Context: an optimization exercise on an open-source flow, tuned for small area, a short achievable clock period and few clock cycles per item. The choices shown serve that exercise and are no tape-out recipe.
In this exercise RTL edits were held to simulation tests only and were not proved equivalent to the original.
Power and IR drop assume default switching activity.

**design.v**
```verilog
module fastpfor_pack (
    input  wire         clk,
    input  wire         rst,
    input  wire         in_valid,
    output wire         in_ready,
    input  wire [127:0] in_data,
    input  wire [5:0]   in_width,
    output reg          out_valid,
    input  wire         out_ready,
    output reg  [31:0]  out_word
);
    function [31:0] rotl;
        input [31:0] x;
        input [4:0]  r;
        reg   [31:0] t;
        begin
            t = x;
            if (r[0]) t = {t[30:0], t[31]};
            if (r[1]) t = {t[29:0], t[31:30]};
            if (r[2]) t = {t[27:0], t[31:28]};
            if (r[3]) t = {t[23:0], t[31:24]};
            if (r[4]) t = {t[15:0], t[31:16]};
            rotl = t;
        end
    endfunction
    reg [127:0] hold;
    reg [5:0]   hw;          
    reg         hv;          
    reg         half;        
    reg         quad;        
    reg [2:0]   beat;        
    reg [5:0]   chunk_w;     
    reg         rdy;         
    reg [95:0]  acc;
    reg [6:0]   cnt;
    reg         mrg;         
    reg [6:0]   s1, s2, s4;
    reg [5:0]   s3;
    reg [31:0]  cmask;       
    wire out_free = !out_valid || out_ready;
    wire consume  = mrg && (half || quad);
    assign in_ready = rdy;
    wire accept   = in_valid && rdy;
    wire [9:0]  lc   = quad ? hold[73:64]  : 10'd0;
    wire [9:0]  ld   = quad ? hold[105:96] : 10'd0;
    wire [31:0] la   = rotl(hold[31:0], {cnt[4:1], 1'b0})
                     | rotl({22'd0, lc}, {s2[4:1], 1'b0});
    wire [31:0] lb   = rotl(hold[63:32], s1[4:0])
                     | rotl({22'd0, ld}, s3[4:0]);
    wire [31:0] th0  = 32'hFFFF_FFFF << {cnt[4:1], 1'b0};
    wire [31:0] th1  = 32'hFFFF_FFFF << s1[4:0];
    wire        q1   = s1[5];
    wire [31:0] m0   = (acc[31:0] & ~th0) | (la & th0) | (q1 ? 32'd0 : (lb & th1));
    wire [31:0] m1   = (la & ~th0) | (q1 ? (lb & th1) : (lb & ~th1));
    wire [31:0] m2   = q1 ? (lb & ~th1) : 32'd0;
    wire [95:0] mv   = mrg ? {m2, m1, m0} : acc;
    wire [6:0]  total = !mrg ? cnt : quad ? s4 : s2;
    wire        emit  = out_free && (total[6:5] != 2'd0);
    wire        hv_n   = accept || (hv && !consume);
    wire        half_n = mrg ? (!half && !quad) : half;
    wire        first  = rdy && (beat == 3'd0);         
    wire [5:0]  w_n    = rdy ? chunk_w : hw;
    wire [5:0]  hw_n   = first ? in_width : w_n;
    wire        quad_n = (hw_n[5:4] == 2'd0) && (hw_n[3] == 1'b0 || hw_n[2:1] == 2'd0);
    wire [6:0]  cnt_n  = emit ? total - 7'd32 : total;
    wire        mrg_n  = hv_n && (cnt_n[6:5] == 2'd0);
    wire        rdy_n  = !hv_n || (cnt_n[6:5] == 2'd0 && (half_n || quad_n));
    wire [5:0]  in_w3  = {in_width[4:0], 1'b0} + in_width[4:0];
    wire [5:0]  w3_n   = {w_n[4:0], 1'b0} + w_n[4:0];
    wire [31:0] in_m   = in_width[5] ? 32'hFFFF_FFFF : ~(32'hFFFF_FFFF << in_width[4:0]);
    wire [31:0] mload  = (beat == 3'd0) ? in_m : cmask;
    wire [6:0]  s1_n   = first ? {1'b0, in_width} : {2'b0, total[4:0]} + {1'b0, w_n};
    wire [6:0]  s2_n   = first ? {in_width, 1'b0} : {2'b0, total[4:0]} + {w_n, 1'b0};
    wire [5:0]  s3_n   = first ? in_w3 : {1'b0, total[4:0]} + w3_n;
    wire [6:0]  s4_n   = first ? {1'b0, in_width[3:0], 2'b0} : {2'b0, total[4:0]} + {1'b0, w_n[3:0], 2'b0};
    always @(posedge clk) begin
        if (emit) begin
            out_word <= mv[31:0];
            acc      <= {mv[95:64], mv[95:32]};
        end else begin
            acc      <= mv;
        end
        if (rdy)
            hold <= in_data & {4{mload}};
        else if (mrg && !half)
            hold[63:0] <= hold[127:64];
        hw   <= hw_n;
        quad <= quad_n;
        s1   <= s1_n;
        s2   <= s2_n;
        s3   <= s3_n;
        s4   <= s4_n;
        if (rst) begin
            hv        <= 1'b0;
            half      <= 1'b0;
            beat      <= 3'd0;
            chunk_w   <= 6'd0;
            cnt       <= 7'd0;
            mrg       <= 1'b0;
            out_valid <= 1'b0;
            rdy       <= 1'b1;
        end else begin
            if (emit)
                out_valid <= 1'b1;
            else if (out_ready)
                out_valid <= 1'b0;
            cnt  <= cnt_n;
            mrg  <= mrg_n;
            hv   <= hv_n;
            half <= half_n;
            rdy  <= rdy_n;
            if (accept) begin
                beat <= beat + 3'd1;
                if (beat == 3'd0) begin
                    chunk_w <= in_width;
                    cmask   <= in_m;
                end
            end
        end
    end
endmodule
```
**run.sh**
```bash
#!/bin/bash
# synth_recipe.tcl (not shown) runs the flow's synth.tcl, then flattens the netlist and writes it again
# the make line also repeats each setting of config.mk as NAME=value (left out here)
make -C /OpenROAD-flow-scripts/flow DESIGN_CONFIG=/design/flow/config.mk WORK_HOME=/design/flow/orfs CLKGATE_MAP_FILE= SYNTH_SCRIPT=/design/flow/synth_recipe.tcl finish
```
**config.mk**
```make
export PLATFORM = sky130hd
export DESIGN_NAME = fastpfor_pack
export DESIGN_NICKNAME = fastpfor_pack
export VERILOG_FILES = /design/flow/design.v
export SDC_FILE = /design/flow/constraint.sdc
export NUM_CORES = 4
export LEC_CHECK = 0
export CAP_MARGIN = 20
export CORE_MARGIN = 2
export CORE_UTILIZATION = 40
export SETUP_SLACK_MARGIN = 5
export SLEW_MARGIN = 20
```
**constraint.sdc**
```tcl
create_clock -name core_clock -period 8.0 [get_ports {clk}]
set_input_delay 1.6000 -clock core_clock [delete_from_list [all_inputs] [get_ports {clk}]]
set_output_delay 1.6000 -clock core_clock [all_outputs]
set_load 0.01 [all_outputs]
```
==> key figures <==
Timing
  – Final Hold Fails: 0
  – Tcrit/Tclk final: 37.9%
  – Setup Skew: 0.0220 ns
  – Fmax: 330 MHz
  – Worst slew pin tran: 1.08 ns
  – Worst slew margin: 27.9%
  – Final worst path period need: 3.03 ns
  – RSZ-0062 raised after global routing: yes
  – Post-Route Setup TNS: 0 ns
  – Final setup viols: 0
  – Final Max Tran Viols: 0

Drt
  – DRC: 0
  – Detailed Route WL: 80,600 um
  – Vias: 19,200
  – Drt pass-1 iters: 7
  – Via density: 6.21
  – Detail Route Antenna Nets: 0
  – Per-cell routed wire length: 26.0 um
  – 1st-iter DRT viols: 2,146

Synth
  – Mux share of post-synthesis cell area: 18.3%
  – Syn_area_per_cell: 9.72 um2
  – Complex-gate fraction of the synthesized area: 17.6%
  – Largest family of logic cells by synthesized area: multiplexers
  – Yosys top cell area share: 26.5%
  – Synth Warn #: 1
  – Synthesized Nets: 2,411
  – Yosys reg bits: 339
  – Synth cell types: 74
  – Largest cells by area after synthesis: edfxtp_1 (27%), dfxtp_1 (14%), mux4_2 (11%), mux2i_1 (4.2%), nand2_1 (4.2%)
  – Simple-gate share of the synthesized area: 14.2%
  – Number of enable flip-flop cells after synthesis: 192
  – Seq/Total Area, Yosys: 40.1%
  – Cells after Synth: 2,236
  – Post-synth top flop: edfxtp_1
  – Post-Synthesis Cell Area: 0.0217 mm2
  – Async set-reset flop share out of synthesis: 0%
  – Leading area contributor after synthesis: edfxtp_1
  – Adder-cell share of the synthesized area: 2.41%
  – Synth Area in XOR/XNOR: 1.98%

CTS
  – Root Buffer: clkbuf_16
  – Clock sinks: 339
  – Longest Clk Path Bufs: 3
  – CTS buffer count: 39
  – Worst skew pair latency: 0.57 ns
  – H-tree levels: 2
  – CTS tree: yes
  – CTS clk-pin slew, worst paths: 0.07 ns

Power
  – Tot Pwr: 0.0138 W
  – VDD IR max: 0.193 mV
  – Pwr per Cell Area: 521 mW/mm2
  – Leakage: 9.92 nW

Layout
  – Fill count: 4,868
  – Final nets: 2,546
  – Layout cells sized above 1: 18.7%
  – # diodes: 0
  – FF/Latch Area: 0.00875 mm2
  – Multi-input logic area: 0.0124 mm2
  – Synthesis-to-finish area growth: 22.3%

Worst setup path
  – Crit. End Element: register
  – Critical path buffers and inverters: 2
  – CP required: 8.46 ns
  – CP Class: register to register
  – Slowest CP cell: mux4_2
  – Startpoint Class: register
  – CP arrival: 3.50 ns
  – Critical path cell sequence: buf_6, buf_16, mux4_2, mux4_2, mux2_2, a211o_1, nand3_2, o221ai_2, mux2_2
  – Worst-path fanout max: 5
  – CP top delay family: multiplexers
  – Critical Path Max Stage Delay: 0.60 ns

Global routing
  – Initial antenna violation count: 0
  – GRT overflow: 0
  – First-pass GRT wire length: 117,000 um
  – Largest net degree at the start of global routing: 98
  – GRT Total Usage: 27.7%
  – Vias in the first global route: 17,900

Floorplan
  – Starting Density: 40.5%
  – DIE AREA: 0.0562 mm2
  – I/O pin count: 172
  – CORE AREA: 0.0537 mm2
  – Site row count: 85
  – DIE WIDTH: 237 um
  – Die H: 237 um

Run status
  – Status: complete, no violations

Placement
  – IO buf count: 171
  – RePlAce Congestion: 0.944
  – DPL Wire Length: 56,200 um

Flow run
  – Max-Cap Viols: 0

Min path
  – Min-Delay Path Class: register to register
-- cell usage after synthesis, types with 18 or more instances --
library cell	n
a21o_1	18
a21oi_1	141
and2_1	60
buf_1	30
buf_2	22
clkbuf_1	108
dfxtp_1	147
edfxtp_1	192
ha_1	29
inv_1	131
mux2_2	57
mux2i_1	91
mux4_2	108
nand2_1	241
nand2b_1	21
nand3_1	93
nor2_1	157
nor2b_1	40
nor3_1	23
o21ai_0	147
o221ai_1	23
o22ai_1	47
o31ai_1	21
xnor2_1	33
-- cells by family after synthesis --
group / count (synthesis)
buf+inv: 297
compound gates: 585
xor+xnor: 49
simple gates: 673
flops: 339
mux: 256
fa+ha+maj: 37
-- sequential cells by signal (all words and copies together), names as in the netlist, 5 cells and up --
signal	flops
s4	7
out_word	32
cnt	7
s2	6
s3	5
s1	5
chunk_w	6
hw	6
cmask	32
acc	96
hold	128
-- path summary, 6_finish.rpt --
check	from	to	slack, ns	depth (start not counted)
min reg2reg	acc[83]	acc[83]	0.46	2
max reg2reg	s1[1]	acc[16]	4.97	9
min	acc[83]	acc[83]	0.46	2
max	s1[1]	acc[16]	4.97	9
-- cell usage in the layout (no fill, tap or decap), drive strengths merged, types with 16 or more instances in the layout --
cell type and instances:
and2 61, mux2 57, xor2 16, mux2i 91, edfxtp 192, a21oi 141
o21ai 149, mux4 108, a21o 18, nand3 93, nand2 241, clkdlybuf4s50 131
nor3 23, dfxtp 147, a31oi 17, xnor2 33, nor2 158, o221ai 23
clkbuf 55, buf 73, dlygate4sd2 36, ha 29, o31ai 21, o22ai 47
nand2b 23, nor2b 40, inv 136
-- metrics by stage --
stage	instances	utilization (%)	setup WS [ns]	instance area [um2]	hold WS (ns)
finish	3098	49.5	4.97	26600	0.458
detailed placement	2966	44.5	3.78	23900	0.445
CTS	3079	48.6	4.95	26100	0.457
global route	3098	49.5	4.88	26600	0.469
global placement	2966	44.5	3.71	23900	0.438
floorplan	2236	-	5.00	21800	0.423
-- repair_timing --
item | 4_1_cts | 5_1_grt
cloned | 10 | 7
endpoints found under the setup margin | 391 | 97
buffers inserted | 31 | 12
pin swaps | 7 | 10
resized for setup | 142 | 66
hold buffers | 0 | 0
-- worst register-to-register path: stages, from the launching register on --
cell and delay, ns:
dfxtp_4 0.44, buf_6 0.14, buf_16 0.12, mux4_2 0.61, mux4_2 0.56, mux2_2 0.29
a211o_1 0.29, nand3_2 0.10, o221ai_2 0.10, mux2_2 0.28
-- area by class of cell --
class,count,area share [%]
inverter,133,1.98
clock buffer,46,3.96
tap,696,3.28
multi-input combinational,1603,46.7
sequential,339,32.9
timing repair inverter,2,0.0377
timing repair buffer,253,10.1
clock inverter,26,1.05
-- where the power goes --
part	switching (W)	internal (W)
logic	0.00502	0.00341
clock network	0.000776	0.00111
registers	0.000743	0.00279
total	0.00654	0.00731
-- layer usage --
layer | vias to the layer above | GRT usage (%) | routed length [um]
met5 | - | 0 | 0
met4 | 0 | 10.1 | 3570
met3 | 172 | 5.02 | 7570
met2 | 1084 | 43.9 | 36600
met1 | 9400 | 37.8 | 32900
li1 | 8584 | - | -
Testbench counts, summed over its fixed seeds: cycles 18,035, chunks 1,280.

## re-timing with driven ports
Ports are ideal in the flow. The routed layout listed here was re-timed in OpenROAD.
Step 1, drivers: a clkbuf_16 drives clk and a buf_2 each remaining input, both assumed.
Step 2 adds t to the input delays and takes it off the output delays; t is the mean of the earliest and latest rising clock arrival at the registers after step 1. Input paths then give back, and output paths get back, about the clock's delay inside the block.
Slacks: ideal ports / drivers / drivers and shift; pairs: ideal ports / drivers.
t (ns): 0.615
setup slack, ns: 4.967 / 4.967 / 4.428
worst data-port slew with drivers (ns): 0.07
pins driven straight from the clock port: 1
After both steps setup and hold are still met in this run. For this run, drivers alone change the setup slack by 0.000 ns; drivers and shift together by -0.539 ns.
